From an optimization exercise on the open Yosys and OpenROAD flow, aimed at small area; shortcuts taken in it are not production practice.
The RTL was checked by simulation tests, not by an equivalence proof against the original design.
Power figures rest on the tool's default switching activity, not on a simulated workload.

Design pidmc, start of the top module:
module pidmc (
    input  wire        clk,
    input  wire        rst,         
    input  wire        start,
    input  wire        tick_fast,
    input  wire        tick_med,
    input  wire        tick_ctrl,
    input  wire        pulse,
    input  wire        ready,
    input  wire [15:0] adc,
    output wire [7:0]  duty,
    output wire        init_done,
    output wire        lcd_rs,
    output wire        lcd_rw,
    output wire        lcd_e,
    output wire [7:0]  lcd_d
);
    localparam [1:0] TS_IDLE = 2'd0, TS_SETUP = 2'd1, TS_EHI = 2'd2, TS_SETTLE = 2'd3;
    localparam [6:0] Q_TARGET = 7'd27, Q_PULSES = 7'd29, Q_CSEXIT = 7'd30,
                     Q_RETC = 7'd65, Q_DIVEND = 7'd99;
    localparam [2:0] S_SEL = 3'd0, S_HOME = 3'd1, S_HOMEW = 3'd2, S_LINE2 = 3'd3,
                     S_LINE2W = 3'd4, S_CHAR = 3'd5, S_CHARW = 3'd6, S_RETM = 3'd7;
    localparam [1:0] S_TICK = 2'd0, S_CMD = 2'd1, S_CMDW = 2'd2, S_RETF = 2'd3;
    function [6:0] template_char(input [4:0] i);
        template_char = {
            (i[0] & ~i[3]) | (~i[2] & ~i[3]) | (~i[1] & ~i[3]) | (~i[1] & ~i[2]),
            (i[1] & i[3]) | (~i[0] & i[1] & i[2]) | (i[2] & i[3]),
  ...
==> flow/config.mk <==
export PLATFORM = sky130hd
export DESIGN_NAME = pidmc
export DESIGN_NICKNAME = pidmc
export VERILOG_FILES = /design/flow/design.v
export SDC_FILE = /design/flow/constraint.sdc
export NUM_CORES = 4
export LEC_CHECK = 0
export CAP_MARGIN = 20
export CORE_MARGIN = 2
export CORE_UTILIZATION = 60
export SLEW_MARGIN = 20
==> flow/constraint.sdc <==
create_clock -name core_clock -period 100.0 [get_ports {clk}]
set_input_delay 20.0000 -clock core_clock [delete_from_list [all_inputs] [get_ports {clk}]]
set_output_delay 20.0000 -clock core_clock [all_outputs]
set_load 0.01 [all_outputs]
standard.sh (not shown) runs the stock make flow with config.mk's settings and CLKGATE_MAP_FILE= SYNTH_SCRIPT=/design/flow/synth_recipe.tcl, a recipe that flattens the netlist after the stock synthesis.
==> flow/flow/run.sh <==
#!/bin/bash
# Own layout flow:
#  1. the standard synthesis, unchanged;
#  2. an area re-mapping of its combinational logic by ABC: the flip-flops
#     and tie cells stay the same instances, names and cell types.  Two
#     chains of rounds are run from the standard netlist; in each round
#     every ABC script of the chain's list is applied to the current
#     netlist and the smallest result becomes the next round's input.  The
#     smallest netlist seen is used, and only if a formal equivalence check
#     against the standard netlist passes;
#  3. the standard layout, with the smallest buffer on the ports and a
#     clock tree of small clock buffers without dummy loads.
set -uo pipefail
R=orfs/results/sky130hd/pidmc/base
bash standard.sh synth > log_1_standard_synth.log 2>&1 || exit 1
cp $R/1_2_yosys.v std_synth.v
mkdir -p reopt
best_area=""
echo "re-mapping rounds" > reopt_status.txt

run_chain() {  # chain name, script list, number of rounds
  local chain=$1 list=$2 rounds=$3 round k S f a ra rb
  cp std_synth.v reopt/cur.v
  for round in $(seq 1 $rounds); do
    k=0
    while read -r S; do
      S=$(printf '%s' "$S" | sed 's/[&#\\]/\\&/g')
      sed -e "s#@SCRIPT@#$S#" -e "s#std_synth.v#reopt/cur.v#" \
          -e "s#reopt_after.txt#reopt/after_${chain}${round}_$k.txt#" \
          -e "s#reopt_before.txt#reopt/before_${chain}${round}_$k.txt#" \
          -e "s#reopt.v#reopt/net_${chain}${round}_$k.v#" flow/reopt.ys > reopt/r_${chain}${round}_$k.ys
      timeout 600 yosys -s reopt/r_${chain}${round}_$k.ys > reopt/log_yosys_${chain}${round}_$k.log 2>&1 &
      k=$((k+1))
      if (( k % 8 == 0 )); then wait; fi
    done < $list
    wait
    rb=""; ra=""
    for f in reopt/after_${chain}${round}_*.txt; do
      a=$(grep "Chip area" $f 2>/dev/null | awk '{print $NF}')
      [ -n "$a" ] || continue
      if [ -z "$ra" ] || awk "BEGIN{exit !($a < $ra)}"; then ra=$a; rb=${f#reopt/after_}; rb=${rb%.txt}; fi
    done
    [ -n "$rb" ] || break
    echo "chain $chain round $round: best $rb area $ra" >> reopt_status.txt
    cp reopt/net_$rb.v reopt/cur.v
    if [ -z "$best_area" ] || awk "BEGIN{exit !($ra < $best_area)}"; then
      best_area=$ra; cp reopt/net_$rb.v reopt.v
    fi
  done
}
run_chain a flow/abc_scripts_a.txt 12
run_chain b flow/abc_scripts_b.txt 12

echo "best area $best_area" >> reopt_status.txt
if [ -n "$best_area" ] && yosys -s flow/eq.ys > log_3_equiv_yosys.log 2>&1; then
  cp reopt.v $R/1_2_yosys.v
  echo "re-mapped netlist used" >> reopt_status.txt
else
  echo "re-mapping or equivalence failed; standard netlist used" >> reopt_status.txt
fi
rm -f $R/1_synth.odb $R/1_synth.sdc
export BUFFER_PORTS_ARGS="-buffer_cell sky130_fd_sc_hd__buf_1"
export CTS_ARGS="-sink_clustering_enable -repair_clock_nets -buf_list sky130_fd_sc_hd__clkbuf_4 -dont_use_dummy_load"
bash standard.sh finish > log_4_standard_layout.log 2>&1
Other scripts of this flow, unchanged in this note and not shown: flow/flow/abc_scripts_a.txt, flow/flow/abc_scripts_b.txt, flow/flow/eq.ys, flow/flow/reopt.ys
The starting point finished with timing, DRC and antenna clean.
Rerun with:
--- a/flow/design.v
+++ b/flow/design.v
@@ -217,12 +217,20 @@
             ts          <= TS_IDLE;
             tw          <= 7'd0;
             pend        <= 3'b000;
             act         <= 2'b00;
             ck          <= 2'd0;
             bg_started  <= 1'b0;
+            m3          <= 4'd0;
+            m2          <= 4'd0;
+            m1          <= 4'd0;
+            m0          <= 1'b0;
+            c3          <= 1'b0;
+            c2          <= 4'd0;
+            c1          <= 4'd0;
+            c0          <= 4'd0;
         end else begin
             duty_r <= duty_next;
             case (ts)
                 TS_SETUP:  ts <= TS_EHI;
                 TS_EHI:    ts <= TS_SETTLE;
                 TS_SETTLE: if (ready) ts <= TS_IDLE;
@@ -237,12 +245,25 @@
                     if (!ck[1]) begin
                         ck <= (cq == Q_DIVEND) ? 2'd3 : 2'd2;
                     end else begin
                         ck <= 2'd0;
                     end
                 end else begin
+                    if (fmt) begin
+                        case (cq[4:0])
+                            5'd12: c3 <= (r >= 12'd4093);
+                            5'd13: c2 <= r_dig;
+                            5'd14: c1 <= r_dig;
+                            5'd15: c0 <= r_dig;
+                            5'd28: m3 <= t3;
+                            5'd29: m2 <= t2;
+                            5'd30: m1 <= t1;
+                            5'd31: m0 <= t0;
+                            default: ;
+                        endcase
+                    end
                     if (cq == Q_RETC) ck <= 2'd0;
                 end
             end else if (run_med) begin
                 case (hpc_med)
                     S_HOME: begin
                         tw <= word;
@@ -281,34 +302,12 @@
             end
         end
     end
     always @(posedge clk) begin
         cursor <= cursor_next;
         cq     <= cq_next;
-        if (!bg_started) begin
-            m3 <= 4'd0;
-            m2 <= 4'd0;
-            m1 <= 4'd0;
-            m0 <= 1'b0;
-            c3 <= 1'b0;
-            c2 <= 4'd0;
-            c1 <= 4'd0;
-            c0 <= 4'd0;
-        end else if (run_ctrl && fmt) begin
-            case (cq[4:0])
-                5'd12: c3 <= (r >= 12'd4093);
-                5'd13: c2 <= r_dig;
-                5'd14: c1 <= r_dig;
-                5'd15: c0 <= r_dig;
-                5'd28: m3 <= t3;
-                5'd29: m2 <= t2;
-                5'd30: m1 <= t1;
-                5'd31: m0 <= t0;
-                default: ;
-            endcase
-        end
         if (pulses_op || !init_done_r) begin
             pa  <= 6'd0;
             pc3 <= 4'd0;
             pc2 <= 4'd0;
             pc1 <= 4'd0;
             pc0 <= count_pulse;
Effect: The changed run went through all stages and came out clean; hold slack improves by 31 ps; non-clock buffer count fell by 1; wire length shrinks by 4.5%; combinational power rises by 29%; synthesized area climbs by 0.77%; setup slack got worse by 400 ps; core utilization increases by 0.29 points; clock power fell by about 3%; sequential share of layout area is higher by 1.7 points; final area goes up by 0.92%; synthesized cell count shrinks by 2.4%.

==> static timing again, ports no longer ideal <==
In the flow no input, the clock included, has a driving cell. The finished layouts below were timed again as built, in two steps.
Step 1 assumes that a clkbuf_16 drives the clock port and a buf_2 every other input.
Step 2, shift: input delay + t, output delay - t, t = (earliest + latest rising clock arrival at the registers) / 2. This alone moves slack from input paths to output paths.
Slacks: ideal ports / drivers / drivers and shift; pairs: ideal ports / drivers.
run | t (ns) | setup slack, ns | worst setup path after step 2 | latest minus earliest clock arrival (ns) | worst register clock-pin slew, ns
the first run | 0.536 | 77.766 / 77.778 / 77.243 | input to register | 0.037 / 0.037 | 0.11 / 0.11
the second run | 0.539 | 77.369 / 77.381 / 76.842 | input to register | 0.048 / 0.048 | 0.12 / 0.12
After both steps every run listed still meets setup and hold. For the second run, which loses most, drivers alone change the setup slack by +0.012 ns; drivers and shift together by -0.527 ns.
